Background: an optimization exercise with open tools, aiming at small area, a short achievable clock period and few clock cycles per item. Do not read the settings as production practice. RTL that was checked went through simulation tests only; none was proved equivalent to the original. For runs 1 to 5, only the layout was checked, not whether the RTL still works. Power and IR drop assume default switching activity.

===== flow/flow/run.sh =====
#!/bin/bash
# The standard layout (the standard.sh, ORFS make targets), with one change:
# the port buffers that buffer_ports inserts are sky130_fd_sc_hd__buf_4 cells
# instead of the default choice (clkdlybuf4s50_1, a slow delay cell).
# Each tool's output goes to a log of its own: ORFS keeps its per-step logs
# under orfs/logs/, and make's own output goes to make_finish.log here.
set -euo pipefail
bash standard.sh "BUFFER_PORTS_ARGS=-buffer_cell sky130_fd_sc_hd__buf_4" finish > make_finish.log 2>&1

===== flow/standard.sh =====
#!/bin/bash
# synth_recipe.tcl (not shown) runs the flow's synth.tcl, then flattens the netlist and writes it again
# the make line also repeats each setting of config.mk as NAME=value (left out here)
make -C /OpenROAD-flow-scripts/flow DESIGN_CONFIG=/design/flow/config.mk WORK_HOME=/design/flow/orfs CLKGATE_MAP_FILE= SYNTH_SCRIPT=/design/flow/synth_recipe.tcl "${@:-finish}"

===== flow/config.mk =====
export PLATFORM = sky130hd
export DESIGN_NAME = sfd_tx
export DESIGN_NICKNAME = sfd_tx
export VERILOG_FILES = /design/flow/design.v
export SDC_FILE = /design/flow/constraint.sdc
export NUM_CORES = 4
export LEC_CHECK = 0
export CAP_MARGIN = 20
export CORE_MARGIN = 2
export CORE_UTILIZATION = 65
export CTS_CLUSTER_DIAMETER = 100
export CTS_CLUSTER_SIZE = 24
export PLACE_DENSITY = 0.75
export SETUP_SLACK_MARGIN = 3.3
export SLEW_MARGIN = 20

===== flow/constraint.sdc =====
create_clock -name core_clock -period 6.0 [get_ports {clk}]
set_input_delay 1.2000 -clock core_clock [delete_from_list [all_inputs] [get_ports {clk}]]
set_output_delay 1.2000 -clock core_clock [all_outputs]
set_load 0.01 [all_outputs]

===== flow/design.v =====
module sfd_tx (
    input  wire        clk,
    input  wire        rst,
    input  wire        in_valid,
    input  wire [7:0]  in_op,
    input  wire [7:0]  in_dest,
    input  wire [7:0]  in_byte,
    input  wire        in_last,
    input  wire        in_empty,
    output wire        in_ready,
    output wire        tx_valid,
    output wire [7:0]  tx_byte,
    input  wire        tx_ready
);
    localparam [7:0] MARKER       = 8'h1B;
    localparam [7:0] LIT_SENTINEL = 8'h1C;
    localparam [7:0] OP_DATA      = 8'h44;
    reg  [7:0]  buf_mem [0:31];
    reg  [5:0]  wp;            
    reg  [5:0]  rp;            
    reg         in_rdy;        
    reg         in_cmd;        
    reg         ib_v;          
    reg  [7:0]  ib_byte;
    reg         ib_last;
    reg         ib_empty;
    reg         col_isd;       
    reg  [7:0]  col_op;
    reg  [7:0]  col_dest;
    reg  [5:0]  cnt;           
    reg         pair;          
    reg         s_pend;        
    reg         col_closed;    
    reg         carry;         
    reg         carry_last;    
    reg         cap;           
    reg         wen;           
    reg         rdy_valid;
    reg  [7:0]  rdy_op;
    reg  [7:0]  rdy_dest;
    reg  [5:0]  rdy_end;       
    reg         active;        
    reg  [5:0]  pos;           
    reg         out_src;       
    reg  [5:0]  out_end;       
    reg  [15:0] seq;
    reg         tx_v;
    reg  [7:0]  tx_b;
    reg         q_v;
    reg  [7:0]  q_b;
    assign in_ready = in_rdy;
    assign tx_valid = tx_v;
    assign tx_byte  = tx_b;
    function [5:0] inc6(input [5:0] x);
        inc6 = x ^ {&x[4:0], &x[3:0], &x[2:0], &x[1:0], x[0], 1'b1};
    endfunction
    function [4:0] inc5(input [4:0] x);
        inc5 = x ^ {&x[3:0], &x[2:0], &x[1:0], x[0], 1'b1};
    endfunction
    wire        fire     = in_valid && in_rdy;
    wire        consume  = ib_v && cap;
    wire        is_mk    = (ib_byte == MARKER) && !ib_empty;
    wire        is_m     = col_isd && is_mk;
    wire        two      = is_m && pair;
    wire        c30      = (cnt == 6'd39);
    wire        c31      = (cnt == 6'd40);
    wire        nofit    = two && c31;
    wire [5:0]  cnt1     = inc6(cnt);
    wire [5:0]  cnt2     = {inc5(cnt[5:1]), cnt[0]};
    wire [5:0]  ncnt     = two ? cnt2 : cnt1;
    wire        close    = ib_last || ib_empty || c31 || (c30 && two);
    wire [5:0]  close_len = ib_empty ? cnt : nofit ? 6'd40 : ncnt;
    reg  [7:0]  hdr;
    always @(*) begin
        case (pos[3:0])
            4'd0, 4'd1, 4'd2: hdr = MARKER;
            4'd4:             hdr = seq[15:8];
            4'd5:             hdr = seq[7:0];
            4'd6:             hdr = out_src ? col_op : rdy_op;
            4'd7:             hdr = out_src ? col_dest : rdy_dest;
            4'd9:             hdr = {2'b00, out_end - 6'd9};
            default:          hdr = 8'h00;
        endcase
    end
    wire        in_body  = (pos >= 6'd10);
    wire [7:0]  next_b   = in_body ? buf_mem[rp[4:0]] : hdr;
    wire        adv      = !(tx_v && q_v);     
    wire        emit     = adv && active;
    wire        pos_last = (pos == out_end);
    wire        done     = emit && pos_last;
    wire        want     = adv && (pos_last || !active);
    wire        take_rdy = want && rdy_valid;
    wire        take_col = want && !rdy_valid && col_closed;
    wire        pos_lt8  = (pos[5:3] == 3'd0);
    wire        hold     = active && pos_lt8;
    wire        to_rdy   = col_closed && !take_col && !rdy_valid && !(hold && !out_src);
    wire        col_move = take_col || to_rdy;
    wire        push     = emit || take_rdy || take_col;
    wire [7:0]  push_b   = emit ? next_b : MARKER;
    wire        pop      = tx_v && tx_ready;
    wire        stay     = tx_v && !tx_ready;
    wire        rd       = emit && in_body;
    wire [5:0]  wp1      = wp + 6'd1;
    wire [5:0]  rp_lap   = {~rp[5], rp[4:0]};
    wire        occ31    = (wp1 == rp_lap);
    wire        occ32    = (wp == rp_lap);
    wire        wr_in    = consume && !ib_empty;
    wire        wr_s     = s_pend && !occ32;
    wire        wr       = wr_in || wr_s;
    wire        full_n   = !rd && (occ32 || (occ31 && wr));
    wire        spend_n  = consume ? (two && !nofit) : (s_pend && !wr_s);
    wire        closed_n = (consume && close) || (col_closed && (col_move ? carry_last : 1'b1));
    wire        cap_n    = !spend_n && !closed_n && !full_n;
    wire        ibv_n    = fire || (ib_v && !consume);
    wire        active_n = want ? (take_rdy || take_col) : active;
    wire        lt8_n    = adv ? (!emit || done || (pos[5:3] == 3'd0 && pos[2:0] != 3'd7)) : pos_lt8;
    wire        src_n    = take_rdy ? 1'b0 : take_col ? 1'b1 : out_src;
    wire        in_cmd_n = fire ? !(in_last || in_empty) : in_cmd;
    wire        colbusy_n = ibv_n || closed_n || (active_n && lt8_n && src_n);
    wire        in_rdy_n = (!ibv_n || cap_n) && !(!in_cmd_n && colbusy_n);
    always @(posedge clk) begin
        if (wen)
            buf_mem[wp[4:0]] <= s_pend ? LIT_SENTINEL : ib_byte;
        if (in_rdy) begin
            ib_byte  <= in_byte;
            ib_last  <= in_last;
            ib_empty <= in_empty;
        end
        if (in_rdy && !in_cmd) begin
            col_op   <= in_op;
            col_dest <= in_dest;
            col_isd  <= (in_op == OP_DATA);
        end
        if (to_rdy) begin
            rdy_op   <= col_op;
            rdy_dest <= col_dest;
            rdy_end  <= cnt;
        end
        if (take_rdy) begin
            out_src  <= 1'b0;
            out_end  <= rdy_end;
        end
        if (take_col) begin
            out_src  <= 1'b1;
            out_end  <= cnt;
        end
        if (push)
            q_b <= push_b;
        if (!stay)
            tx_b <= q_v ? q_b : push_b;
    end
    always @(posedge clk) begin
        if (rst) begin
            wp         <= 6'd0;
            rp         <= 6'd0;
            in_rdy     <= 1'b1;
            in_cmd     <= 1'b0;
            ib_v       <= 1'b0;
            cnt        <= 6'd9;
            pair       <= 1'b0;
            s_pend     <= 1'b0;
            col_closed <= 1'b0;
            carry      <= 1'b0;
            carry_last <= 1'b0;
            cap        <= 1'b1;
            wen        <= 1'b1;
            rdy_valid  <= 1'b0;
            active     <= 1'b0;
            pos        <= 6'd0;
            seq        <= 16'h0000;
            tx_v       <= 1'b0;
            q_v        <= 1'b0;
        end else begin
            if (wr)
                wp <= wp1;
            if (rd)
                rp <= rp + 6'd1;
            in_rdy <= in_rdy_n;
            in_cmd <= in_cmd_n;
            ib_v   <= ibv_n;
            cap    <= cap_n;
            wen    <= cap_n || (spend_n && !full_n);
            s_pend <= spend_n;
            tx_v <= stay || q_v || push;
            q_v  <= stay ? (q_v || push) : (q_v && push);
            if (adv) begin
                if (emit) begin
                    if (done) begin
                        seq <= (seq == 16'hFFFE) ? 16'h0000 : seq + 16'd1;
                        pos <= 6'd0;
                    end else begin
                        pos <= pos + 6'd1;
                    end
                end else begin
                    pos  <= 6'd1;
                end
            end
            if (want)
                active <= take_rdy || take_col;
            if (take_rdy)
                rdy_valid <= 1'b0;
            if (to_rdy)
                rdy_valid <= 1'b1;
            if (col_move) begin
                col_closed <= carry_last;
                cnt        <= carry ? 6'd10 : 6'd9;
                pair       <= carry;
                carry      <= 1'b0;
                carry_last <= 1'b0;
            end
            if (consume) begin
                if (close) begin
                    col_closed <= 1'b1;
                    cnt        <= close_len;
                    carry      <= nofit;
                    carry_last <= nofit && ib_last;
                end else begin
                    cnt        <= ncnt;
                    pair       <= is_m && !pair;
                end
            end
        end
    end
endmodule

==> impl_metrics.ini, run 1 <==
[floorplan]
rows = 57
dieArea_mm2 = 0.0260
die_y_um = 161
ioPinCount = 40
die_w_um = 161
core_area_mm2 = 0.0243
start_util_pct = 66.2

[worst_setup_path]
cp.required_ps = 6290
worst_setup_path_start_kind = flip-flop
worstPathCellList = buf_12, mux4_2, mux4_2, nor2_1, a21oi_1, a221o_1, mux2_2
reg2reg_slack_ps = 3360
critPathMostFrequentCell = mux4_2
r2r_end = tx_b[0]$_DFFE_PN_
critical_path.endpoint = tx_b[0]$_DFFE_PN_
worst-setup-path-type = flip-flop to flip-flop
worstRegToRegCells = 7
cpPeakStageDelay_ps = 510
end_kind = flip-flop
arrival_ps = 2930
slowest_stage = mux4_2
critPathMaxFanout = 5

[run]
drv_cap = 0

[place]
place_hpwl_um = 22100
place.gp.congestion = 0.820
place_ws_ps = 2660
dpl.cell_count = 1349
port_buffers = 39

[synth]
ys_async_sr_fraction_pct = 0
synth_warnings = 1
avgSynthCellArea_um2 = 15.8
syn_nets = 1070
synth-edff-count = 327
ys.flop_type = edfxtp_1
syn_area_mm2 = 0.0161
synth_cell_types = 65
synth-seq-area-share_pct = 68.5
ys_ff_latch = 387
synthCells = 1021

[cells_and_area]
drive_gt1_share_pct = 18.1
fill_cells = 1581
areaGrowthSynthToFinish_pct = 8.52
nets = 1103
instances_no_fill = 1384

[sta]
clock.fmax_ghz = 0.379
slew_headroom_pct = 26.4
tns_ps = 0
skew_ps = 27.8
rsz0062_at_grt = yes
finalSetupViolCount = 0
layout_setup_ws_ps = 3360
slew_viol_final = 0
min_period_over_period_pct = 44.0
worst_pin_slew_ps = 1100
post-route-min-period_ps = 2640
hold_viol = 0

[global_route]
grt_usage_pct = 27.1
overflow = 0
grt_pass1_vias = 8942
grt_pass1_wl_um = 52400
grt_max_degree = 37
antenna_found_initial = 2

[route]
wl_um = 34700
vias = 9153
ant_nets = 0
avgViaCountPerCell = 6.61
drt-pass1-iter-count = 8
route.detailed.drc = 0
drt_iter0_markers = 1128
wl_per_cell_um = 25.0

[pwr]
powerDensity_mw_per_mm2 = 272
leakagePower_nw = 5.49
p_total_mw = 4.75
vdd_drop_max_v = 0.000211

[run_status]
status = finished clean

[clock_network]
cts_tree = done
clock_latency_ps = 530
htree_levels = 1
clkSinkCount = 387
root_buffer = clkbuf_16
numCtsBuffers = 20
path_clk_slew_ps = 100
cts_buffer_depth = 3

[min_path]
hold_class = flip-flop to flip-flop
-- what timing repair did --
action / CTS / global route
pin swaps: 0 / 0
gates resized for setup: 10 / 6
setup endpoints to repair: 24 / 8
hold buffers: 0 / 0
buffers inserted: 7 / 0
-- registers in the layout, indices dropped and copies added (netlist names), 6 cells and up, named ones only --
name      cells
buf_mem     256
cnt           6
col_dest      8
col_op        8
ib_byte       8
out_end       6
pos           6
q_b           8
rdy_dest      8
rdy_end       6
rdy_op        8
rp            6
seq          16
tx_b          8
wp            6
-- cells in the mapped netlist (3+ instances only) --
cell	count	share of area (%)
or3_1	11	0.43
mux2i_1	12	0.75
o21ai_1	4	0.12
edfxtp_1	327	61
o22a_1	3	0.16
inv_1	22	0.51
xnor2_1	27	1.5
buf_2	8	0.25
and2_1	9	0.35
nor2_1	93	2.2
a22oi_1	9	0.42
nor3_1	22	0.68
nand2b_1	9	0.35
xor2_1	21	1.1
a211o_1	5	0.27
a221oi_1	8	0.44
o221ai_1	4	0.22
dfxtp_1	60	7.5
mux4_2	72	10
nor4_1	5	0.19
nand3_1	22	0.68
and3_1	5	0.19
o32ai_1	3	0.16
nand3b_1	3	0.14
nand4_1	13	0.51
nand2_1	50	1.2
o21ai_0	14	0.44
o211ai_1	3	0.14
nor2b_1	15	0.58
a21oi_1	31	0.96
clkbuf_1	34	0.79
buf_1	5	0.12
a211oi_1	10	0.47
o31ai_1	6	0.28
mux2_2	13	0.91
mux2_1	4	0.28
or2_2	4	0.16
a222oi_1	4	0.25
ha_1	19	1.5
-- through the flow --
| stage | area [um^2] | hold WS [ps] | util, % |
|---|---|---|---|
| floorplan | 16100 | 420 | - |
| global placement | 16700 | 425 | 68.7 |
| detailed placement | 16700 | 433 | 68.7 |
| CTS | 17400 | 455 | 71.7 |
| global route | 17500 | 467 | 71.8 |
| finish | 17500 | 454 | 71.8 |
-- cell type report --
cell class	count	area [um^2]	area share, %
Sequential cell	387	11000	63.2
Multi-Input combinational cell	563	4850	27.8
Clock buffer	26	544	3.12
Timing Repair Buffer	60	514	2.94
Tap cell	324	405	2.32
Inverter	22	82.6	0.473
Clock inverter	1	30.0	0.172
Antenna cell	1	2.50	0.0143
-- cell families (layout without fill, tap and decap cells) --
logic type / count (synthesis) / after routing / share of synthesized area (%)
AND/OR/NAND/NOR: 271 / 271 / 8.18
multiplexers: 101 / 101 / 12.0
flip-flops: 387 / 387 / 68.5
AO/OA/AOI/OAI: 123 / 123 / 5.38
adder cells (fa/ha/maj): 20 / 20 / 1.54
XOR/XNOR: 48 / 48 / 2.61
other: 0 / 1 / 0
buffers and inverters: 71 / 109 / 1.79
-- cell usage in the layout, fill, tap and decap left out, types with 9 or more instances in the layout --
cell and instances:
edfxtp_1 327, nor2_1 91, mux4_2 72, dfxtp_1 55
buf_4 54, nand2_1 50, a21oi_1 30, xnor2_1 27
inv_1 22, nand3_1 22, nor3_1 21, xor2_1 21
clkbuf_16 21, ha_1 17, o21ai_0 14, nand4_1 13
mux2_2 13, or3_1 11, nor2b_1 10, a211oi_1 10
mux2i_1 10, and2_1 9, nand2b_1 9, a22oi_1 9
-- power by group --
group          internal (mW)  switching [mW]  total, mW
combinational         0.0863           0.161      0.247
sequential              3.00          0.0395       3.04
clock                  0.649           0.811       1.46
-- worst max-delay path: cells and delay by family (launching register included) --
kind	cells	cell delay, ps
muxes	3	1260
DFF	1	450
AOI/OAI and AO/OA	2	430
buffers and inverters	1	150
and+or+nand+nor	1	110
-- routing by layer --
layer,vias to the layer above,wire [um],global-route usage (%)
li1,4033,-,-
met1,4634,14700,41.8
met3,48,3060,4.21
met5,-,16,0
met4,2,794,6.62
met2,436,16100,41.7
-- worst min-delay path by stage --
stage                     startpoint                     to  slack, ps  cells after the start
5_1_grt          col_op[4]$_DFFE_PP_    rdy_op[4]$_DFFE_PP_        470                      0
4_1_cts        col_dest[0]$_DFFE_PP_  rdy_dest[0]$_DFFE_PP_        450                      0
2_1_floorplan  col_dest[0]$_DFFE_PP_  rdy_dest[0]$_DFFE_PP_        420                      0
3_5_place_dp   col_dest[0]$_DFFE_PP_  rdy_dest[0]$_DFFE_PP_        430                      0
3_3_place_gp     col_op[5]$_DFFE_PP_    rdy_op[5]$_DFFE_PP_        420                      0
6_report       col_dest[0]$_DFFE_PP_  rdy_dest[0]$_DFFE_PP_        450                      0
==> run 2, diff against run 1 <==
--- a/flow/config.mk
+++ b/flow/config.mk
@@ -11,5 +11,5 @@
 export CTS_CLUSTER_DIAMETER = 100
 export CTS_CLUSTER_SIZE = 24
 export PLACE_DENSITY = 0.75
-export SETUP_SLACK_MARGIN = 3.3
+export SETUP_SLACK_MARGIN = 3.65
 export SLEW_MARGIN = 20
==> run 2 against run 1 <==
  * Setup slack gained 54 ps
  * Largest power group unchanged
  * Routed wire length grew 4.8%
  * Utilization grew 1.9 points
  * First-iteration DRC count grew 4.2%
  * Still clean
  * Sequential share of layout area shrank 1.6 points
==> impl_metrics.ini, run 2 <==
[global_route]
grt_pass1_vias = 8977
grt_max_degree = 37
grt_pass1_wl_um = 54400
grt_usage_pct = 28.2
overflow = 0
antenna_found_initial = 0

[floorplan]
ioPinCount = 40
core_area_mm2 = 0.0243
rows = 57
die_w_um = 161
start_util_pct = 66.2
dieArea_mm2 = 0.0260
die_y_um = 161

[place]
place_ws_ps = 2580
port_buffers = 39
dpl.cell_count = 1347
place_hpwl_um = 22900
place.gp.congestion = 0.840

[pwr]
powerDensity_mw_per_mm2 = 267
p_int_mw = 3.77
combPwrFrac_pct = 5.4
vdd_drop_max_v = 0.000321
power.switching_mw = 1.03
switching_share_pct = 21.4
seqPwrFrac_pct = 63.4
pwr-share-clk_pct = 31.2
leakagePower_nw = 5.69

[synth]
synth_most_common_cell = edfxtp_1
ys_async_sr_fraction_pct = 0
synthCells = 1021
synth-edff-count = 327
yosys-top-cells-area = edfxtp_1, mux4_2, dfxtp_1, nor2_1, ha_1
synth_top_cell_by_area = edfxtp_1
ys_ff_latch = 387
synth_top_area_share_pct = 61.0
synthTopCellsByCount = edfxtp_1, nor2_1, mux4_2, dfxtp_1, nand2_1
synth-seq-area-share_pct = 68.5
synth_warnings = 1
avgSynthCellArea_um2 = 15.8
syn_nets = 1070
ys.flop_type = edfxtp_1
syn_area_mm2 = 0.0161
synth_cell_types = 65

[worst_setup_path]
end_kind = flip-flop
cp_top_family = multiplexers
worst-setup-path-type = flip-flop to flip-flop
worst_setup_path_start_kind = flip-flop
arrival_ps = 2880
critPathMaxFanout = 8
path_depth = 7
worstPathCellList = buf_12, mux4_2, mux4_2, nor2_1, a21oi_1, a221o_1, mux2_2
cpPeakStageDelay_ps = 510
reg2reg_slack_ps = 3420
cp_num_buf_inv = 1
r2r_end = tx_b[0]$_DFFE_PN_
critPathMostFrequentCell = mux4_2
slowest_stage = mux4_2
cp.required_ps = 6290
worstRegToRegCells = 7

[cells_and_area]
layout_commonest_cell = edfxtp_1
final_cell_mix = edfxtp_1, nor2_1, mux4_2, buf_4, dfxtp_1
areaGrowthSynthToFinish_pct = 11.5
drive_gt1_share_pct = 23.1
final_core_util_pct = 73.8
diodes = 0
fill_cells = 1484
instances_no_fill = 1417
largest_reg_flops = 256
nets = 1128

[clock_network]
htree_levels = 1
numCtsBuffers = 20
root_buffer = clkbuf_16
cts_buffer_depth = 3
clkSinkCount = 387
clock_latency_ps = 530
postCtsHoldBufs = 0
cts_tree = done
path_clk_slew_ps = 100

[route]
vias = 9432
route.detailed.drc = 0
avgViaCountPerCell = 6.66
drt-pass1-iter-count = 5
wl_um = 36300
wl_per_cell_um = 25.7
drt_iter0_markers = 1175
ant_nets = 0

[sta]
post-route-min-period_ps = 2580
min_period_over_period_pct = 43.1
clock.fmax_ghz = 0.387
finalSetupViolCount = 0
hold_ws_ps = 452
skew_ps = 22.8
rsz0062_at_grt = yes
hold_viol = 0
worst_pin_slew_ps = 1110
layout_setup_ws_ps = 3420
tns_ps = 0
slew_headroom_pct = 25.6
slew_viol_final = 0

[run]
drv_cap = 0

[min_path]
hold_class = flip-flop to flip-flop
worstHoldPathCells = 0
hold_start = col_op[1]$_DFFE_PP_
worstHoldEndpoint = rdy_op[1]$_DFFE_PP_

[run_status]
status = finished clean
[run 2: cell counts after synthesis]
No cell type changed its count.
[run 2: logic make-up after synthesis]
logic type | share of synthesized area, %
muxes | 12.0
xor gates and xnor gates | 2.61
AOI/OAI and AO/OA | 5.38
adders and majority gates | 1.54
DFF | 68.5
buffers and inverters | 1.79
and+or+nand+nor | 8.18
[run 2: stage by stage]
step	area, um^2	total power [mW]
after floorplan	16100	3.23
after global placement	16700	3.33
after detailed placement	16700	3.34
after CTS	17700	4.79
after global routing	17900	4.91
final	17900	4.79
[run 2: power groups by stage]
stage               registers [mW]  logic [mW]  clock network, mW
floorplan                     3.08       0.150                  0
global placement              3.10       0.233                  0
detailed placement            3.10       0.241                  0
CTS                           3.04       0.247               1.50
global route                  3.05       0.282               1.59
finish                        3.04       0.259               1.50
[run 2: final cells by class]
type / instances / area (um^2) / area share (%)
Tap cell: 324 / 405 / 2.26
Clock inverter: 1 / 30.0 / 0.167
Clock buffer: 35 / 578 / 3.22
Sequential cell: 387 / 11000 / 61.6
Timing Repair Buffer: 84 / 769 / 4.29
Multi-Input combinational cell: 564 / 5030 / 28.0
Inverter: 22 / 82.6 / 0.460
[run 2: worst max-delay path by stage]
stage | from | endpoint | slack, ps
3_5_place_dp | flip-flop | tx_b[7]$_DFFE_PN_ | 2580
3_3_place_gp | flip-flop | tx_b[7]$_DFFE_PN_ | 2620
5_1_grt | flip-flop | tx_b[0]$_DFFE_PN_ | 3370
6_report | flip-flop | tx_b[0]$_DFFE_PN_ | 3420
4_1_cts | flip-flop | tx_b[0]$_DFFE_PN_ | 3430
2_1_floorplan | flip-flop | tx_b[0]$_DFFE_PN_ | 3610
[run 2: layer usage]
layer  track usage [%]  up-vias  routed length [um]
li1                  -     4095                   -
met3              4.39       58                3060
met5                 0        -                   0
met4              7.55        0                 901
met2              44.4      475               17300
met1              42.2     4804               15000
[run 2: what timing repair did]
action	4_1_cts	5_1_grt
setup endpoints to repair	87	132
resized for setup	37	29
buffers inserted	15	16
pin swaps	5	6
gates cloned	2	0
==> run 3, diff against run 2 <==
--- a/flow/design.v
+++ b/flow/design.v
@@ -18,6 +18,8 @@
     reg  [7:0]  buf_mem [0:31];
     reg  [5:0]  wp;            
     reg  [5:0]  rp;            
+    reg         pf_v;          
+    reg  [7:0]  pf_b;
     reg         in_rdy;        
     reg         in_cmd;        
     reg         ib_v;          
@@ -83,12 +85,14 @@
         endcase
     end
     wire        in_body  = (pos >= 6'd10);
-    wire [7:0]  next_b   = in_body ? buf_mem[rp[4:0]] : hdr;
+    wire [7:0]  next_b   = in_body ? pf_b : hdr;
     wire        adv      = !(tx_v && q_v);     
-    wire        emit     = adv && active;
+    wire        ready_b  = !in_body || pf_v;   
+    wire        emit     = adv && active && ready_b;
+    wire        idle     = adv && !active;
     wire        pos_last = (pos == out_end);
     wire        done     = emit && pos_last;
-    wire        want     = adv && (pos_last || !active);
+    wire        want     = done || idle;
     wire        take_rdy = want && rdy_valid;
     wire        take_col = want && !rdy_valid && col_closed;
     wire        pos_lt8  = (pos[5:3] == 3'd0);
@@ -100,6 +104,7 @@
     wire        pop      = tx_v && tx_ready;
     wire        stay     = tx_v && !tx_ready;
     wire        rd       = emit && in_body;
+    wire        buf_rd   = (wp != rp) && (!pf_v || rd);
     wire [5:0]  wp1      = wp + 6'd1;
     wire [5:0]  rp_lap   = {~rp[5], rp[4:0]};
     wire        occ31    = (wp1 == rp_lap);
@@ -107,13 +112,13 @@
     wire        wr_in    = consume && !ib_empty;
     wire        wr_s     = s_pend && !occ32;
     wire        wr       = wr_in || wr_s;
-    wire        full_n   = !rd && (occ32 || (occ31 && wr));
+    wire        full_n   = !buf_rd && (occ32 || (occ31 && wr));
     wire        spend_n  = consume ? (two && !nofit) : (s_pend && !wr_s);
     wire        closed_n = (consume && close) || (col_closed && (col_move ? carry_last : 1'b1));
     wire        cap_n    = !spend_n && !closed_n && !full_n;
     wire        ibv_n    = fire || (ib_v && !consume);
     wire        active_n = want ? (take_rdy || take_col) : active;
-    wire        lt8_n    = adv ? (!emit || done || (pos[5:3] == 3'd0 && pos[2:0] != 3'd7)) : pos_lt8;
+    wire        lt8_n    = emit ? (done || (pos[5:3] == 3'd0 && pos[2:0] != 3'd7)) : (idle || pos_lt8);
     wire        src_n    = take_rdy ? 1'b0 : take_col ? 1'b1 : out_src;
     wire        in_cmd_n = fire ? !(in_last || in_empty) : in_cmd;
     wire        colbusy_n = ibv_n || closed_n || (active_n && lt8_n && src_n);
@@ -144,6 +149,8 @@
             out_src  <= 1'b1;
             out_end  <= cnt;
         end
+        if (buf_rd)
+            pf_b <= buf_mem[rp[4:0]];
         if (push)
             q_b <= push_b;
         if (!stay)
@@ -153,6 +160,7 @@
         if (rst) begin
             wp         <= 6'd0;
             rp         <= 6'd0;
+            pf_v       <= 1'b0;
             in_rdy     <= 1'b1;
             in_cmd     <= 1'b0;
             ib_v       <= 1'b0;
@@ -173,8 +181,9 @@
         end else begin
             if (wr)
                 wp <= wp1;
-            if (rd)
+            if (buf_rd)
                 rp <= rp + 6'd1;
+            pf_v <= buf_rd || (pf_v && !rd);
             in_rdy <= in_rdy_n;
             in_cmd <= in_cmd_n;
             ib_v   <= ibv_n;
@@ -183,17 +192,15 @@
             s_pend <= spend_n;
             tx_v <= stay || q_v || push;
             q_v  <= stay ? (q_v || push) : (q_v && push);
-            if (adv) begin
-                if (emit) begin
-                    if (done) begin
-                        seq <= (seq == 16'hFFFE) ? 16'h0000 : seq + 16'd1;
-                        pos <= 6'd0;
-                    end else begin
-                        pos <= pos + 6'd1;
-                    end
+            if (emit) begin
+                if (done) begin
+                    seq <= (seq == 16'hFFFE) ? 16'h0000 : seq + 16'd1;
+                    pos <= 6'd0;
                 end else begin
-                    pos  <= 6'd1;
+                    pos <= pos + 6'd1;
                 end
+            end else if (idle) begin
+                pos <= 6'd1;
             end
             if (want)
                 active <= take_rdy || take_col;
--- a/flow/config.mk
+++ b/flow/config.mk
@@ -11,5 +11,5 @@
 export CTS_CLUSTER_DIAMETER = 100
 export CTS_CLUSTER_SIZE = 24
 export PLACE_DENSITY = 0.75
-export SETUP_SLACK_MARGIN = 3.65
+export SETUP_SLACK_MARGIN = 3.3
 export SLEW_MARGIN = 20
==> run 3 against run 2 <==
  * Still clean
  * Synthesized cell count rose by 0.98%
  * Count of clock-buffer cells in the layout down 9
  * Sequential share of layout area is 0.83 points higher
  * Area after synthesis increased by 3.0%
  * Via count down 2.1%
  * Hold slack worse by 0.71 ps
  * Critical path depth shrank 1
  * Routed wire length is 2.7% lower
  * Global-route usage fell by 1.3 points
  * Cell area barely moved
  * First-iteration DRC count decreased by 18%
  * Largest cell class unchanged
  * Largest power group unchanged
==> impl_metrics.ini, run 3 <==
[floorplan]
die_w_um = 164
core_area_mm2 = 0.0251
start_util_pct = 66.0
die_y_um = 164
rows = 58
dieArea_mm2 = 0.0268
ioPinCount = 40

[pwr]
powerDensity_mw_per_mm2 = 312
leakagePower_nw = 5.68
vdd_drop_max_v = 0.000307
p_total_mw = 5.59

[global_route]
antenna_found_initial = 0
overflow = 0
grt_usage_pct = 26.9
grt_max_degree = 70
grt_pass1_vias = 8935
grt_pass1_wl_um = 52800

[route]
wl_per_cell_um = 25.2
ant_nets = 0
wl_um = 35400
drt-pass1-iter-count = 5
drt_iter0_markers = 964
vias = 9230
route.detailed.drc = 0
avgViaCountPerCell = 6.57

[worst_setup_path]
r2r_start = out_src$_SDFFE_PN1P_
worst_setup_path_start_kind = flip-flop
critPathMaxFanout = 16
reg2reg_slack_ps = 3370
worst-setup-path-type = flip-flop to flip-flop
end_kind = flip-flop
cpPeakStageDelay_ps = 870
worstPathCellList = mux2_2, o2bb2ai_1, a221oi_1, a21oi_1, a211o_1, mux2_2
cp.required_ps = 6280
cp_top_family = flip-flops
slowest_stage = dfxtp_1
startpoint = out_src$_SDFFE_PN1P_
critPathMostFrequentCell = mux2_2
arrival_ps = 2910
cp_num_buf_inv = 0

[sta]
finalSetupViolCount = 0
skew_ps = 17.1
min_period_over_period_pct = 43.8
clock.fmax_ghz = 0.380
hold_viol = 0
tns_ps = 0
worst_pin_slew_ps = 1180
slew_headroom_pct = 21.0
slew_viol_final = 0
rsz0062_at_grt = no
hold_ws_ps = 452
post-route-min-period_ps = 2630

[place]
port_buffers = 39
place_hpwl_um = 22000
postPlaceCellArea_mm2 = 0.0171
place.gp.congestion = 0.852

[synth]
synth_cell_types = 74
synth_fa_ha_area_share_pct = 1.43
syn_nets = 1080
synth_top_family_by_area = multiplexers
synthMuxAreaShare_pct = 12.8
ys_ff_latch = 391
yosys.area_share.simple_pct = 8.41
synth-edff-count = 335
synthTopCellsByCount = edfxtp_1, nor2_1, mux4_2, dfxtp_1, nand2_1
synth-seq-area-share_pct = 67.5
avgSynthCellArea_um2 = 16.1
ys.flop_type = edfxtp_1
synth_most_common_cell = edfxtp_1
synth_top_cell_by_area = edfxtp_1
yosys-top-cells-area = edfxtp_1, mux4_2, dfxtp_1, nor2_1, mux2_2
synth_warnings = 1
synthCells = 1031
ys_async_sr_fraction_pct = 0
synthXorXnorAreaFrac_pct = 2.51
syn_area_mm2 = 0.0166
synth_top_area_share_pct = 60.7
synth_compound_area_share_pct = 5.29

[clock_network]
clkSinkCount = 391
root_buffer = clkbuf_16
htree_levels = 1
clock_latency_ps = 540
postCtsHoldBufs = 0
numCtsBuffers = 20
cts_tree = done
path_clk_slew_ps = 100
cts_buffer_depth = 3

[run]
drv_cap = 0

[cells_and_area]
areaGrowthSynthToFinish_pct = 8.23
drive_gt1_share_pct = 22.1
nets = 1118
layout_commonest_cell = edfxtp_1
diodes = 0
final_cell_mix = edfxtp_1, nor2_1, mux4_2, buf_4, dfxtp_1
final_core_util_pct = 71.4
stdcell_area_mm2 = 0.0179
largest_reg_flops = 256

[run_status]
status = finished clean

[min_path]
hold_class = flip-flop to flip-flop
hold_start = col_op[4]$_DFFE_PP_
[run 3: layer usage]
| layer | up-vias | global-route usage, % | share of wire [%] |
|---|---|---|---|
| met4 | 0 | 7.93 | 3.1 |
| li1 | 4101 | - | - |
| met2 | 388 | 45.1 | 50 |
| met3 | 60 | 3.25 | 6.2 |
| met5 | - | 0 | 0 |
| met1 | 4681 | 37.9 | 41 |
[run 3: final cells by class]
cell class	instances	area [um^2]
tap	330	413
clock inverter	2	36.3
fill	1602	7180
multi-input combinational	567	5140
timing repair buffer	65	536
clock buffer	26	523
inverter	24	90.1
sequential	391	11200
[run 3: worst register-to-register path: stages, from the launching register on]
cell	delay, ps
dfxtp_1	870
mux2_2	420
o2bb2ai_1	170
a221oi_1	260
a21oi_1	110
a211o_1	250
mux2_2	300
[run 3: worst paths after layout]
check	endpoint	cells after the start
max	tx_b[0]$_DFFE_PN_	6
min	rdy_op[4]$_DFFE_PP_	0
max reg2reg	tx_b[0]$_DFFE_PN_	6
min reg2reg	rdy_op[4]$_DFFE_PP_	0
[run 3: logic make-up (layout without fill, tap and decap cells)]
family | after synthesis | in the layout
muxes | 109 | 109
and+or+nand+nor | 273 | 273
DFF | 391 | 391
buffers and inverters | 74 | 117
xor gates and xnor gates | 45 | 45
AOI/OAI and AO/OA | 120 | 121
adders and majority gates | 19 | 19
[run 3: timing repair]
item,4_1_cts,5_1_grt
endpoints found under the hold margin,0,0
cloned,0,1
setup endpoints to repair,67,70
buffers inserted,6,11
pin swaps,2,3
gates resized for setup,8,10
[run 3: report_power, final]
part           total (mW)  switching [mW]  internal [mW]
registers            3.19           0.116           3.08
clock network        1.46           0.828          0.628
logic               0.941           0.449          0.492
total                5.59            1.39           4.20
[run 3: through the flow]
step | instances | setup slack, ps
after global placement | 1359 | 2810
after floorplan | 1031 | 3310
after CTS | 1393 | 3300
after detailed placement | 1359 | 2780
final | 1405 | 3370
after global routing | 1405 | 3300
==> run 4, diff against run 3 <==
--- a/flow/config.mk
+++ b/flow/config.mk
@@ -11,5 +11,5 @@
 export CTS_CLUSTER_DIAMETER = 100
 export CTS_CLUSTER_SIZE = 24
 export PLACE_DENSITY = 0.75
-export SETUP_SLACK_MARGIN = 3.3
+export SETUP_SLACK_MARGIN = 3.65
 export SLEW_MARGIN = 20
==> run 4 against run 3 <==
  * Still clean on timing, DRC and antenna
  * Die area unchanged
  * Register-to-register slack improved by 290 ps
  * Combinational power increased by 13%
  * Sequential share of layout area decreased by 1.2 points
  * Cell count increased by 1.4%
  * Via count increased by 1.1%
  * Non-clock buffer count increased by 18
  * Count of clock-buffer cells in the layout unchanged
==> impl_metrics.ini, run 4 <==
[synth]
synth_compound_area_share_pct = 5.29
synth-seq-area-share_pct = 67.5
synth_warnings = 1
synth-edff-count = 335
synthXorXnorAreaFrac_pct = 2.51
yosys.area_share.simple_pct = 8.41
ys.flop_type = edfxtp_1
ys_ff_latch = 391
syn_nets = 1080
synth_top_area_share_pct = 60.7
ys_async_sr_fraction_pct = 0
synthCells = 1031
syn_area_mm2 = 0.0166
synth_fa_ha_area_share_pct = 1.43
synthMuxAreaShare_pct = 12.8
synth_cell_types = 74
avgSynthCellArea_um2 = 16.1
synth_top_family_by_area = multiplexers
synthTopCellsByCount = edfxtp_1, nor2_1, mux4_2, dfxtp_1, nand2_1
synth_top_cell_by_area = edfxtp_1
synth_most_common_cell = edfxtp_1
yosys-top-cells-area = edfxtp_1, mux4_2, dfxtp_1, nor2_1, mux2_2

[global_route]
grt_max_degree = 36
overflow = 0
grt_pass1_vias = 9317
grt_usage_pct = 27.7
antenna_found_initial = 0
grt_pass1_wl_um = 54900

[route]
avgViaCountPerCell = 6.55
drt-pass1-iter-count = 5
vias = 9335
drt_iter0_markers = 993
wl_per_cell_um = 25.4
route.detailed.drc = 0
wl_um = 36200
ant_nets = 0

[place]
place_hpwl_um = 22700
port_buffers = 39
place.gp.congestion = 0.887

[sta]
post-route-min-period_ps = 2340
tns_ps = 0
clock.fmax_ghz = 0.428
hold_viol = 0
rsz0062_at_grt = yes
slew_viol_final = 0
worst_pin_slew_ps = 1040
skew_ps = 16.1
slew_headroom_pct = 30.0
finalSetupViolCount = 0
min_period_over_period_pct = 39.0

[cells_and_area]
areaGrowthSynthToFinish_pct = 10.6
diodes = 0
largest_reg_flops = 256
nets = 1138
fill_cells = 1541
layout_commonest_cell = edfxtp_1
final_core_util_pct = 73.0
final_cell_mix = edfxtp_1, nor2_1, mux4_2, buf_4, dfxtp_1
drive_gt1_share_pct = 25.9

[worst_setup_path]
worst_setup_path_start_kind = flip-flop
end_kind = flip-flop
arrival_ps = 2730
cp.required_ps = 6390
worst-setup-path-type = flip-flop to flip-flop
critPathMaxFanout = 8

[min_path]
hold_class = flip-flop to flip-flop

[clock_network]
postCtsHoldBufs = 0
cts_tree = done
clkSinkCount = 391
numCtsBuffers = 20
root_buffer = clkbuf_16
path_clk_slew_ps = 90
clock_latency_ps = 540
cts_buffer_depth = 3
htree_levels = 1

[pwr]
powerDensity_mw_per_mm2 = 310
vdd_drop_max_v = 0.000283
p_total_mw = 5.68
leakagePower_nw = 5.85

[floorplan]
start_util_pct = 66.0
core_area_mm2 = 0.0251
die_w_um = 164
dieArea_mm2 = 0.0268
die_y_um = 164
rows = 58
ioPinCount = 40

[run_status]
status = finished clean

[run]
drv_cap = 0
-- run 4: metrics by stage --
step | instances | instance area [um^2] | setup WS (ps) | hold slack [ps]
after floorplan | 1031 | 16600 | 3660 | 420
after global routing | 1425 | 18300 | 3560 | 483
after CTS | 1403 | 18000 | 3630 | 463
after global placement | 1358 | 17100 | 2880 | 427
final | 1425 | 18300 | 3660 | 465
after detailed placement | 1358 | 17100 | 2830 | 440
-- run 4: worst max-delay path: stages (launching register included) --
cell	delay, ps
edfxtp_1	520
and3b_1	400
nor4_1	90
a21oi_2	370
a31oi_1	160
or4_1	510
a21boi_0	150
-- run 4: power by group --
group	internal, mW	switching, mW	leakage [nW]
logic	0.553	0.504	2.06
registers	3.08	0.102	3.53
clock network	0.628	0.818	0.270
total	4.26	1.42	5.85
-- run 4: logic make-up (layout without fill, tap and decap cells) --
logic type      after synthesis  count (layout)
compound gates              120             120
xor+xnor                     45              45
fa+ha+maj                    19              19
buf+inv                      74             135
flops                       391             391
mux                         109             109
simple gates                273             276
-- run 4: worst paths after layout --
check	from	to	slack, ps	depth (start not counted)
worst max-delay path	ib_empty$_DFFE_PP_	cap$_SDFF_PP1_	3660	6
worst min-delay path	col_op[2]$_DFFE_PP_	rdy_op[2]$_DFFE_PP_	460	0
worst max register to register	ib_empty$_DFFE_PP_	cap$_SDFF_PP1_	3660	6
worst min register to register	col_op[2]$_DFFE_PP_	rdy_op[2]$_DFFE_PP_	460	0
-- run 4: cell type report --
| class | count | area (um^2) | area share [%] |
|---|---|---|---|
| inverter | 24 | 90.1 | 0.492 |
| timing repair buffer | 83 | 752 | 4.10 |
| multi-input combinational | 569 | 5290 | 28.9 |
| clock buffer | 26 | 523 | 2.85 |
| clock inverter | 2 | 36.3 | 0.198 |
| tap | 330 | 413 | 2.25 |
| sequential | 391 | 11200 | 61.2 |
-- run 4: routing by layer --
metal  share of wire [%]  GRT usage (%)  up-vias
li1                    -              -     4152
met4                 3.4           9.05        0
met2                  50           46.9      403
met5                   0              0        -
met1                  40           37.8     4698
met3                 6.6           3.73       82
-- run 4: timing repair --
item                                    4_1_cts  5_1_grt
pin swaps                                     5        8
endpoints found under the setup margin      100       87
buffers inserted                             16       20
gates cloned                                  1        2
hold endpoints to repair                      0        0
resized for setup                            38       26
==> run 5, diff against run 4 <==
--- a/flow/config.mk
+++ b/flow/config.mk
@@ -11,5 +11,5 @@
 export CTS_CLUSTER_DIAMETER = 100
 export CTS_CLUSTER_SIZE = 24
 export PLACE_DENSITY = 0.75
-export SETUP_SLACK_MARGIN = 3.65
+export SETUP_SLACK_MARGIN = 3.85
 export SLEW_MARGIN = 20
==> run 5 against run 4 <==
  * Largest cell class unchanged
  * Utilization rose by 4.6 points
  * Clock power grew 3%
  * Hold slack got worse by 17 ps
  * Still clean
  * Largest power group unchanged
==> impl_metrics.ini, run 5 <==
[synth]
synthCells = 1031
synth-edff-count = 335
avgSynthCellArea_um2 = 16.1
syn_area_mm2 = 0.0166
synth_fa_ha_area_share_pct = 1.43
synth_warnings = 1
synth_most_common_cell = edfxtp_1
synth_top_cell_by_area = edfxtp_1
synth_top_area_share_pct = 60.7
yosys-top-cells-area = edfxtp_1, mux4_2, dfxtp_1, nor2_1, mux2_2
synthTopCellsByCount = edfxtp_1, nor2_1, mux4_2, dfxtp_1, nand2_1
syn_nets = 1080
ys.flop_type = edfxtp_1
ys_ff_latch = 391
ys_async_sr_fraction_pct = 0
yosys.area_share.simple_pct = 8.41
synthMuxAreaShare_pct = 12.8
synth_top_family_by_area = multiplexers
synth_cell_types = 74
synthXorXnorAreaFrac_pct = 2.51
synth-seq-area-share_pct = 67.5
synth_compound_area_share_pct = 5.29

[clock_network]
cts_tree = done
path_clk_slew_ps = 100
htree_levels = 1
root_buffer = clkbuf_16
numCtsBuffers = 20
postCtsHoldBufs = 0
clkSinkCount = 391
clock_latency_ps = 540
cts_buffer_depth = 3

[sta]
min_period_over_period_pct = 39.2
finalSetupViolCount = 0
slew_headroom_pct = 29.0
skew_ps = 20.6
post-route-min-period_ps = 2350
hold_viol = 0
worst_pin_slew_ps = 1060
clock.fmax_ghz = 0.425
slew_viol_final = 0
rsz0062_at_grt = yes
tns_ps = 0

[run]
drv_cap = 0

[worst_setup_path]
r2r_end = pf_b[6]$_DFFE_PP_
worst-setup-path-type = flip-flop to primary output
end_kind = primary output
cp_top_family = flip-flops
r2r_start = rp[0]$_SDFFE_PP0P_
worstPathCellList = buf_6
slowest_stage = edfxtp_1
path_depth = 1
worst_setup_path_start_kind = flip-flop
reg2reg_slack_ps = 3660
startpoint = tx_b[0]$_DFFE_PN_
critPathMaxFanout = 1
cp.required_ps = 4800
worstRegToRegCells = 5
critical_path.endpoint = tx_byte[0]
arrival_ps = 1150
cpPeakStageDelay_ps = 460
cp_num_buf_inv = 1

[place]
place.gp.congestion = 0.849
place_hpwl_um = 23000
port_buffers = 39

[cells_and_area]
layout_commonest_cell = edfxtp_1
areaGrowthSynthToFinish_pct = 17.6
largest_reg_flops = 256
drive_gt1_share_pct = 35.2
final_cell_mix = edfxtp_1, buf_4, mux4_2, nor2_1, nand2_1
nets = 1185
diodes = 0

[pwr]
vdd_drop_max_v = 0.000545
leakagePower_nw = 6.28
p_total_mw = 5.97
powerDensity_mw_per_mm2 = 307

[floorplan]
ioPinCount = 40
rows = 58
die_w_um = 164
die_y_um = 164
dieArea_mm2 = 0.0268
core_area_mm2 = 0.0251
start_util_pct = 66.0

[global_route]
grt_pass1_wl_um = 57600
antenna_found_initial = 0
grt_max_degree = 45
overflow = 0
grt_usage_pct = 29.4
grt_pass1_vias = 9684

[route]
wl_per_cell_um = 26.4
wl_um = 39100
avgViaCountPerCell = 6.59
drt-pass1-iter-count = 5
vias = 9746
drt_iter0_markers = 1191
ant_nets = 0
route.detailed.drc = 0

[min_path]
hold_class = flip-flop to flip-flop

[run_status]
status = finished clean
-- run 5: per-stage QoR --
step,std cells,setup slack [ps],area (um^2),hold WS [ps],util [%]
final,1479,3650,19500,447,77.6
after global routing,1479,3610,19500,466,77.6
after CTS,1452,3630,18900,454,75.1
after detailed placement,1358,2830,17200,436,68.4
after global placement,1358,2890,17200,429,68.3
after floorplan,1031,3820,16700,420,-
-- run 5: report_power, final --
group          leakage, nW  total (mW)  switching [mW]  internal (mW)
combinational         2.48        1.30           0.591          0.709
sequential            3.53        3.18           0.104           3.08
clock                0.278        1.49           0.845          0.647
-- run 5: layout make-up --
cell class / instances / area, um^2
flip-flops and latches: 391 / 11200
clock inverters: 2 / 36.3
inverters: 24 / 97.6
clock buffers: 33 / 549
fillers: 1405 / 5630
well taps: 330 / 413
multi-input cells: 568 / 5810
repair buffers: 131 / 1330
-- run 5: worst min path at each step --
stage	startpoint	to	depth (start not counted)
floorplan	col_dest[0]$_DFFE_PP_	rdy_dest[0]$_DFFE_PP_	0
global placement	col_op[2]$_DFFE_PP_	rdy_op[2]$_DFFE_PP_	0
detailed placement	col_dest[7]$_DFFE_PP_	rdy_dest[7]$_DFFE_PP_	0
CTS	col_op[2]$_DFFE_PP_	rdy_op[2]$_DFFE_PP_	0
global route	col_dest[1]$_DFFE_PP_	rdy_dest[1]$_DFFE_PP_	0
finish	col_dest[7]$_DFFE_PP_	rdy_dest[7]$_DFFE_PP_	0
-- run 5: repair_timing --
action                     CTS  global route
gates cloned                 8             0
gates resized for setup    112            90
pin swaps                   25            49
setup endpoints to repair  183           146
buffers inserted            51            26
-- run 5: logic make-up after synthesis --
| logic type | count (synthesis) |
|---|---|
| simple gates | 273 |
| buf+inv | 74 |
| compound gates | 120 |
| mux | 109 |
| flops | 391 |
| fa+ha+maj | 19 |
| xor+xnor | 45 |
-- run 5: layer usage --
metal	global-route usage, %	vias to the layer above	wire [um]
met5	0	-	0
met4	11.3	0	1510
met3	4.80	84	2830
met2	49.2	466	19800
met1	39.3	4921	14900
li1	-	4275	-
==> run 6, diff against run 5 <==
--- a/flow/design.v
+++ b/flow/design.v
@@ -48,8 +48,6 @@
     reg  [15:0] seq;
     reg         tx_v;
     reg  [7:0]  tx_b;
-    reg         q_v;
-    reg  [7:0]  q_b;
     assign in_ready = in_rdy;
     assign tx_valid = tx_v;
     assign tx_byte  = tx_b;
@@ -86,7 +84,7 @@
     end
     wire        in_body  = (pos >= 6'd10);
     wire [7:0]  next_b   = in_body ? pf_b : hdr;
-    wire        adv      = !(tx_v && q_v);     
+    wire        adv      = !tx_v || tx_ready;  
     wire        ready_b  = !in_body || pf_v;   
     wire        emit     = adv && active && ready_b;
     wire        idle     = adv && !active;
@@ -101,8 +99,6 @@
     wire        col_move = take_col || to_rdy;
     wire        push     = emit || take_rdy || take_col;
     wire [7:0]  push_b   = emit ? next_b : MARKER;
-    wire        pop      = tx_v && tx_ready;
-    wire        stay     = tx_v && !tx_ready;
     wire        rd       = emit && in_body;
     wire        buf_rd   = (wp != rp) && (!pf_v || rd);
     wire [5:0]  wp1      = wp + 6'd1;
@@ -151,10 +147,8 @@
         end
         if (buf_rd)
             pf_b <= buf_mem[rp[4:0]];
-        if (push)
-            q_b <= push_b;
-        if (!stay)
-            tx_b <= q_v ? q_b : push_b;
+        if (adv)
+            tx_b <= push_b;
     end
     always @(posedge clk) begin
         if (rst) begin
@@ -177,7 +171,6 @@
             pos        <= 6'd0;
             seq        <= 16'h0000;
             tx_v       <= 1'b0;
-            q_v        <= 1'b0;
         end else begin
             if (wr)
                 wp <= wp1;
@@ -190,8 +183,8 @@
             cap    <= cap_n;
             wen    <= cap_n || (spend_n && !full_n);
             s_pend <= spend_n;
-            tx_v <= stay || q_v || push;
-            q_v  <= stay ? (q_v || push) : (q_v && push);
+            if (adv)
+                tx_v <= push;
             if (emit) begin
                 if (done) begin
                     seq <= (seq == 16'hFFFE) ? 16'h0000 : seq + 16'd1;
--- a/flow/config.mk
+++ b/flow/config.mk
@@ -11,5 +11,5 @@
 export CTS_CLUSTER_DIAMETER = 100
 export CTS_CLUSTER_SIZE = 24
 export PLACE_DENSITY = 0.75
-export SETUP_SLACK_MARGIN = 3.85
+export SETUP_SLACK_MARGIN = 3.65
 export SLEW_MARGIN = 20
==> run 6 against run 5 <==
  * Still clean
  * Highest routed layer is now met5
  * Largest cell class unchanged
  * Global-route usage shrank 2.3 points
  * Critical path depth grew 8
  * Sequential power shrank 2%
  * First-iteration DRC count shrank 12%
  * Register-to-register slack is essentially flat
  * Clock skew grew 7.0 ps
  * Fmax shrank 2.5%
  * Sequential cell count shrank 9
  * Critical path type is now input port to flip-flop
  * Area after synthesis shrank 3.7%
  * Routed wire length shrank 13%
  * Via count shrank 9.6%
  * Clock power shrank 6%
==> impl_metrics.ini, run 6 <==
[global_route]
overflow = 0
grt_usage_pct = 27.1
antenna_found_initial = 1
grt_pass1_vias = 8657
grt_pass1_wl_um = 52200
grt_max_degree = 44

[clock_network]
root_buffer = clkbuf_16
htree_levels = 1
cts_tree = done
clkSinkCount = 382
path_clk_slew_ps = 90
postCtsHoldBufs = 0
cts_buffer_depth = 3
clock_latency_ps = 540
numCtsBuffers = 19

[synth]
yosys-top-cells-area = edfxtp_1, mux4_2, dfxtp_1, nor2_1, ha_1
synthXorXnorAreaFrac_pct = 2.53
ys_async_sr_fraction_pct = 0
synth_most_common_cell = edfxtp_1
synthTopCellsByCount = edfxtp_1, nor2_1, mux4_2, dfxtp_1, nand2_1
ys_ff_latch = 382
yosys.area_share.simple_pct = 7.62
ys.flop_type = edfxtp_1
synth_cell_types = 75
synth-seq-area-share_pct = 68.5
synth-edff-count = 327
syn_nets = 1017
synth_top_cell_by_area = edfxtp_1
synthCells = 968
synth_compound_area_share_pct = 4.74
synth_warnings = 1
synth_top_family_by_area = multiplexers
synth_top_area_share_pct = 61.6
avgSynthCellArea_um2 = 16.5
synth_fa_ha_area_share_pct = 1.49
synthMuxAreaShare_pct = 13.4
syn_area_mm2 = 0.0160

[route]
drt-pass1-iter-count = 5
wl_per_cell_um = 24.9
avgViaCountPerCell = 6.42
ant_nets = 0
route.detailed.drc = 0
vias = 8806
wl_um = 34100
drt_iter0_markers = 1051

[floorplan]
dieArea_mm2 = 0.0258
rows = 57
die_y_um = 161
ioPinCount = 40
die_w_um = 161
core_area_mm2 = 0.0242
start_util_pct = 66.0

[place]
place_hpwl_um = 20600
port_buffers = 39
place_ws_ps = 2310
place.gp.congestion = 0.882

[cells_and_area]
seq_area_mm2 = 0.0109
layout_commonest_cell = edfxtp_1
largest_reg_flops = 256
areaGrowthSynthToFinish_pct = 11.5
diodes = 0
final_cell_mix = edfxtp_1, nor2_1, mux4_2, buf_4, dfxtp_1
nets = 1085
multi_input_area_mm2 = 0.00504
final_core_util_pct = 73.6
drive_gt1_share_pct = 27.3
fill_cells = 1462

[worst_setup_path]
cp.required_ps = 6420
end_kind = flip-flop
cpPeakStageDelay_ps = 340
worstPathCellList = buf_6, and2b_2, inv_4, o2111a_2, and4_4, nand3_4, nor3_4, a41o_4, nor2_1
slowest_stage = a41o_4
arrival_ps = 2830
worst_setup_path_start_kind = input port
worst-setup-path-type = input port to flip-flop
cp_num_buf_inv = 2
critPathMaxFanout = 7
cp_top_family = simple AND/OR/NAND/NOR gates

[run_status]
status = finished clean

[sta]
clock.fmax_ghz = 0.414
slew_viol_final = 0
hold_viol = 0
min_period_over_period_pct = 40.2
post-route-min-period_ps = 2410
rsz0062_at_grt = yes
slew_headroom_pct = 31.3
layout_setup_ws_ps = 3590
tns_ps = 0
worst_pin_slew_ps = 1030
finalSetupViolCount = 0
skew_ps = 27.6

[run]
drv_cap = 0

[pwr]
leakagePower_nw = 5.72
vdd_drop_max_v = 0.000305
powerDensity_mw_per_mm2 = 307

[min_path]
hold_class = flip-flop to flip-flop
## run 6: cell count changes in the layout (fill, tap and decap cells not counted), moves of 6 or more
cell / before / now
edfxtp_1: 335 / 327
nand3_1: 21 / 14
buf_4: 97 / 73
buf_16: 7 / 1
dfxtp_4: 15 / 5
nor2_1: 77 / 89
xnor2_2: 8 / 0
nor2_4: 8 / 2
buf_6: 18 / 6
xnor2_1: 18 / 27
mux2i_1: 4 / 15
and3b_2: 6 / 0
nand4_1: 15 / 8
a221oi_2: 8 / 0
## run 6: cell families (layout without fill, tap and decap cells)
kind of cell	count (synthesis)	count (layout)
buffers and inverters	61	139
AND/OR/NAND/NOR	242	243
XOR/XNOR	46	46
adder cells (fa/ha/maj)	19	19
AO/OA/AOI/OAI	106	107
flip-flops	382	382
multiplexers	112	112
## run 6: worst paths after layout
path,start,endpoint,slack [ps],cells past startpoint
worst max-delay path,tx_ready,seq[3]$_SDFFE_PP0P_,3590,9
worst min-delay path,col_dest[0]$_DFFE_PP_,rdy_dest[0]$_DFFE_PP_,460,0
worst max register to register,pos[0]$_SDFFE_PP0P_,seq[3]$_SDFFE_PP0P_,3660,9
worst min register to register,col_dest[0]$_DFFE_PP_,rdy_dest[0]$_DFFE_PP_,460,0
## run 6: what timing repair did
| item | in CTS | in global routing |
|---|---|---|
| pin swaps | 13 | 11 |
| buffers inserted | 26 | 13 |
| endpoints found under the setup margin | 99 | 99 |
| gates resized for setup | 33 | 37 |
| gates cloned | 3 | 0 |
## run 6: area by class of cell
class	count	share of cell area (%)
Sequential cell	382	61.6
Multi-Input combinational cell	527	28.3
Timing Repair Buffer	87	4.35
Clock buffer	32	3.00
Tap cell	324	2.28
Inverter	19	0.415
Clock inverter	1	0.0492
## run 6: worst reg2reg max path: stages (launching register included)
cell and delay [ps]:
dfxtp_4 410, inv_1 110, ha_4 200, o31ai_4 200
o2111a_2 270, and4_4 260, nand3_4 100, nor3_4 300
a41o_4 340, nor2_1 60
## run 6: metrics by stage
step                cells  hold WS (ps)  instance area [um^2]  power [mW]
floorplan             968           420                 16000        3.74
global placement     1297           437                 16600        3.97
detailed placement   1297           439                 16600        3.99
CTS                  1359           465                 17500        5.42
global route         1372           486                 17800        5.62
finish               1372           465                 17800        5.45
## run 6: power breakdown
group	internal, mW	switching, mW	total (mW)
sequential	3.03	0.0839	3.11
clock	0.617	0.783	1.40
combinational	0.464	0.479	0.943
## run 6: routing by layer
layer	track usage [%]	vias up	wire [um]
li1	-	3918	-
met1	38.4	4444	13600
met2	44.6	362	17000
met3	4.36	80	2490
met4	7.66	2	1030
met5	0	-	13
Testbench counts of run 6, summed over its fixed seeds: cycles 47,888, bytes 31,638.
==> run 7, diff against run 6 <==
--- a/flow/design.v
+++ b/flow/design.v
@@ -16,8 +16,7 @@
     localparam [7:0] LIT_SENTINEL = 8'h1C;
     localparam [7:0] OP_DATA      = 8'h44;
     reg  [7:0]  buf_mem [0:31];
-    reg  [5:0]  wp;            
-    reg  [5:0]  rp;            
+    reg  [5:0]  top;           
     reg         pf_v;          
     reg  [7:0]  pf_b;
     reg         in_rdy;        
@@ -36,7 +35,6 @@
     reg         carry;         
     reg         carry_last;    
     reg         cap;           
-    reg         wen;           
     reg         rdy_valid;
     reg  [7:0]  rdy_op;
     reg  [7:0]  rdy_dest;
@@ -53,6 +51,9 @@
     assign tx_byte  = tx_b;
     function [5:0] inc6(input [5:0] x);
         inc6 = x ^ {&x[4:0], &x[3:0], &x[2:0], &x[1:0], x[0], 1'b1};
+    endfunction
+    function [5:0] dec6(input [5:0] x);
+        dec6 = x ^ {~|x[4:0], ~|x[3:0], ~|x[2:0], ~|x[1:0], ~x[0], 1'b1};
     endfunction
     function [4:0] inc5(input [4:0] x);
         inc5 = x ^ {&x[3:0], &x[2:0], &x[1:0], x[0], 1'b1};
@@ -100,11 +101,9 @@
     wire        push     = emit || take_rdy || take_col;
     wire [7:0]  push_b   = emit ? next_b : MARKER;
     wire        rd       = emit && in_body;
-    wire        buf_rd   = (wp != rp) && (!pf_v || rd);
-    wire [5:0]  wp1      = wp + 6'd1;
-    wire [5:0]  rp_lap   = {~rp[5], rp[4:0]};
-    wire        occ31    = (wp1 == rp_lap);
-    wire        occ32    = (wp == rp_lap);
+    wire        buf_rd   = !top[5] && (!pf_v || rd);
+    wire        occ31    = (top == 6'd30);
+    wire        occ32    = (top == 6'd31);
     wire        wr_in    = consume && !ib_empty;
     wire        wr_s     = s_pend && !occ32;
     wire        wr       = wr_in || wr_s;
@@ -119,9 +118,13 @@
     wire        in_cmd_n = fire ? !(in_last || in_empty) : in_cmd;
     wire        colbusy_n = ibv_n || closed_n || (active_n && lt8_n && src_n);
     wire        in_rdy_n = (!ibv_n || cap_n) && !(!in_cmd_n && colbusy_n);
+    integer i;
     always @(posedge clk) begin
-        if (wen)
-            buf_mem[wp[4:0]] <= s_pend ? LIT_SENTINEL : ib_byte;
+        if (wr) begin
+            for (i = 31; i > 0; i = i - 1)
+                buf_mem[i] <= buf_mem[i - 1];
+            buf_mem[0] <= s_pend ? LIT_SENTINEL : ib_byte;
+        end
         if (in_rdy) begin
             ib_byte  <= in_byte;
             ib_last  <= in_last;
@@ -146,14 +149,13 @@
             out_end  <= cnt;
         end
         if (buf_rd)
-            pf_b <= buf_mem[rp[4:0]];
+            pf_b <= buf_mem[top[4:0]];
         if (adv)
             tx_b <= push_b;
     end
     always @(posedge clk) begin
         if (rst) begin
-            wp         <= 6'd0;
-            rp         <= 6'd0;
+            top        <= 6'h3F;
             pf_v       <= 1'b0;
             in_rdy     <= 1'b1;
             in_cmd     <= 1'b0;
@@ -165,23 +167,21 @@
             carry      <= 1'b0;
             carry_last <= 1'b0;
             cap        <= 1'b1;
-            wen        <= 1'b1;
             rdy_valid  <= 1'b0;
             active     <= 1'b0;
             pos        <= 6'd0;
             seq        <= 16'h0000;
             tx_v       <= 1'b0;
         end else begin
-            if (wr)
-                wp <= wp1;
-            if (buf_rd)
-                rp <= rp + 6'd1;
+            if (wr && !buf_rd)
+                top <= inc6(top);
+            else if (buf_rd && !wr)
+                top <= dec6(top);
             pf_v <= buf_rd || (pf_v && !rd);
             in_rdy <= in_rdy_n;
             in_cmd <= in_cmd_n;
             ib_v   <= ibv_n;
             cap    <= cap_n;
-            wen    <= cap_n || (spend_n && !full_n);
             s_pend <= spend_n;
             if (adv)
                 tx_v <= push;
==> run 7 against run 6 <==
  * Cell area shrank 4.7%
  * Utilization grew 1.5 points
  * Synthesized cell count grew 8.9%
  * Hold slack lost 14 ps
  * Total power down 14%
  * Still clean
  * Via count rose by 11%
  * Sequential power is 3% lower
  * First-iteration DRC count is 38% higher
==> impl_metrics.ini, run 7 <==
[run_status]
status = finished clean

[min_path]
hold_class = flip-flop to flip-flop
worstHoldPathCells = 0
worstHoldEndpoint = buf_mem[27][6]$_DFFE_PP_
hold_start = buf_mem[26][6]$_DFFE_PP_

[clock_network]
clkSinkCount = 375
path_clk_slew_ps = 100
numCtsBuffers = 19
cts_tree = done
postCtsHoldBufs = 0
cts_buffer_depth = 3
clock_latency_ps = 530
root_buffer = clkbuf_16
htree_levels = 1

[sta]
layout_setup_ws_ps = 3530
slew_viol_final = 0
finalSetupViolCount = 0
min_period_over_period_pct = 41.2
hold_viol = 0
post-route-min-period_ps = 2470
clock.fmax_ghz = 0.405
slew_headroom_pct = 51.4
rsz0062_at_grt = yes
skew_ps = 21.7
worst_pin_slew_ps = 723

[pwr]
powerDensity_mw_per_mm2 = 276
p_total_mw = 4.67
leakagePower_nw = 5.59
vdd_drop_max_v = 0.000228

[floorplan]
rows = 55
core_area_mm2 = 0.0226
dieArea_mm2 = 0.0242
die_y_um = 155
die_w_um = 155
ioPinCount = 40
start_util_pct = 66.1

[synth]
synth_cell_types = 64
synth-edff-count = 327
synth_warnings = 2
ys.flop_type = edfxtp_1
ys_ff_latch = 375
ys_async_sr_fraction_pct = 0
synth_most_common_cell = edfxtp_1
synthTopCellsByCount = edfxtp_1, a22oi_1, nor2_1, nand2_1, dfxtp_1
avgSynthCellArea_um2 = 14.2
synthCells = 1054
synth_top_area_share_pct = 65.8
syn_nets = 1099
synth_top_cell_by_area = edfxtp_1
synth-seq-area-share_pct = 72.3
syn_area_mm2 = 0.0149
yosys-top-cells-area = edfxtp_1, dfxtp_1, a22oi_1, nor2_1, nand2_1

[global_route]
antenna_found_initial = 0
grt_usage_pct = 30.3
grt_pass1_wl_um = 54100
overflow = 0
grt_max_degree = 90
grt_pass1_vias = 9071

[cells_and_area]
final_cell_mix = edfxtp_1, a22oi_1, buf_4, nand2_1, nor2_1
nets = 1185
diodes = 0
layout_commonest_cell = edfxtp_1
drive_gt1_share_pct = 18.5
areaGrowthSynthToFinish_pct = 13.6
instances_no_fill = 1436
final_core_util_pct = 75.1
largest_reg_flops = 256

[worst_setup_path]
worstRegToRegCells = 9
worst-setup-path-type = flip-flop to flip-flop
reg2reg_slack_ps = 3530
worst_setup_path_start_kind = flip-flop
r2r_end = in_rdy$_SDFF_PP1_
critPathMaxFanout = 7
arrival_ps = 2920
cp.required_ps = 6450
r2r_start = pos[1]$_SDFFE_PP0P_
end_kind = flip-flop

[place]
port_buffers = 39
place.gp.congestion = 0.879
place_hpwl_um = 23200
dpl.cell_count = 1366
place_ws_ps = 2750

[route]
route.detailed.drc = 0
ant_nets = 0
wl_per_cell_um = 25.9
avgViaCountPerCell = 6.78
wl_um = 37100
drt-pass1-iter-count = 5
drt_iter0_markers = 1452
vias = 9738

[run]
drv_cap = 0
-- run 7: changes by cell type in the layout (fill, tap and decap cells not counted), sizes merged, moves of 9 or more --
cell	before	now
nor4	4	15
mux4	80	0
nor2	104	95
mux2i	15	0
nand4	8	19
o21ai	14	24
nand2	36	85
xor2	19	10
a22oi	8	128
-- run 7: critical path, cell delays in order (launching register included) --
cell and delay [ps]:
dfxtp_4 370, buf_6 130, o31a_1 330, o21a_2 220, or4_4 610, buf_6 160
a211oi_4 220, buf_6 150, nand3b_1 100, o2111ai_1 110
-- run 7: power by group --
group	switching [mW]	internal, mW	leakage (nW)	total [mW]
sequential	0.0678	2.95	3.40	3.02
clock	0.782	0.606	0.254	1.39
combinational	0.170	0.0990	1.94	0.269
total	1.02	3.65	5.59	4.67
-- run 7: kinds of logic (layout without fill, tap and decap cells) --
| group | count (synthesis) | count (layout) | synth area share [%] |
|---|---|---|---|
| and+or+nand+nor | 323 | 324 | 10.5 |
| DFF | 375 | 375 | 72.3 |
| muxes | 10 | 10 | 0.755 |
| AOI/OAI and AO/OA | 254 | 254 | 12.2 |
| xor gates and xnor gates | 30 | 30 | 1.76 |
| buffers and inverters | 47 | 143 | 1.26 |
| adders and majority gates | 15 | 15 | 1.26 |
-- run 7: layout make-up --
type	count	area (um^2)
clock buffers	31	520
clock inverters	1	11.3
fillers	1441	5620
inverters	16	66.3
multi-input cells	633	4360
flip-flops and latches	375	10800
well taps	285	357
repair buffers	95	827
-- run 7: how the worst max path moves through the flow --
stage                           endpoint                 from  slack (ps)
global route           in_rdy$_SDFF_PP1_  pos[1]$_SDFFE_PP0P_        3460
detailed placement   top[4]$_SDFFE_PP1P_             tx_ready        2750
CTS                    in_rdy$_SDFF_PP1_  pos[0]$_SDFFE_PP0P_        3510
floorplan            top[4]$_SDFFE_PP1P_      ib_v$_SDFF_PP0_          -2
global placement    out_end[2]$_DFFE_PP_             tx_ready        2870
finish                 in_rdy$_SDFF_PP1_  pos[1]$_SDFFE_PP0P_        3530
-- run 7: routing by layer --
metal,track usage [%],share of wire [%]
met5,0,0
met2,44.6,45
met4,8.43,2.8
met3,8.13,12
met1,45.5,41
-- run 7: repair_timing --
action,in CTS,in global routing
gates resized for setup,74,30
endpoints found under the setup margin,259,177
cloned,1,0
pin swaps,14,11
buffers inserted,23,14
-- run 7: metrics by stage --
| step | hold WS (ps) | setup TNS [ps] | area (um^2) |
|---|---|---|---|
| floorplan | 420 | -2.21 | 15100 |
| global placement | 428 | 0 | 15700 |
| detailed placement | 433 | 0 | 15700 |
| CTS | 455 | 0 | 16700 |
| global route | 459 | 0 | 16900 |
| finish | 451 | 0 | 16900 |
Testbench counts of run 7, summed over its fixed seeds: cycles 47,888, bytes 31,638.

## port drivers added, routing unchanged
The results above use ideal ports. As a check the final layouts listed here were re-extracted and re-timed, cells and wires unchanged.
Step 1: set_driving_cell puts a clkbuf_16 on clk and a buf_2 on each other input, an assumption about the parent block.
Step 2 adds t to the input delays and takes it off the output delays; t is the mean of the earliest and latest rising clock arrival at the registers after step 1. Input paths then give back, and output paths get back, about the clock's delay inside the block.
a / b / c = ideal ports / drivers / drivers and shift; a / b = the first two.
| run | t, ns | slack for setup (ns) | latest minus earliest clock arrival (ns) | worst slew at a driven data input, ns | pins driven straight from the clock port |
|---|---|---|---|---|---|
| run 1 | 0.566 | 3.362 / 3.362 / 3.362 | 0.028 / 0.028 | 0.04 | 1 |
| run 2 | 0.571 | 3.416 / 3.416 / 3.416 | 0.023 / 0.023 | 0.04 | 1 |
| run 3 | 0.589 | 3.370 / 3.352 / 3.370 | 0.022 / 0.021 | 0.05 | 1 |
| run 4 | 0.579 | 3.662 / 3.653 / 3.506 | 0.019 / 0.020 | 0.05 | 1 |
| run 5 | 0.581 | 3.647 / 3.597 / 3.457 | 0.020 / 0.021 | 0.04 | 1 |
| run 6 | 0.576 | 3.587 / 3.596 / 3.020 | 0.028 / 0.028 | 0.04 | 1 |
| run 7 | 0.567 | 3.530 / 3.530 / 3.046 | 0.023 / 0.023 | 0.05 | 1 |
After both steps every run listed still meets setup and hold. The setup slack of run 6, which loses most, moves by +0.009 ns with the drivers and by -0.567 ns with both steps.
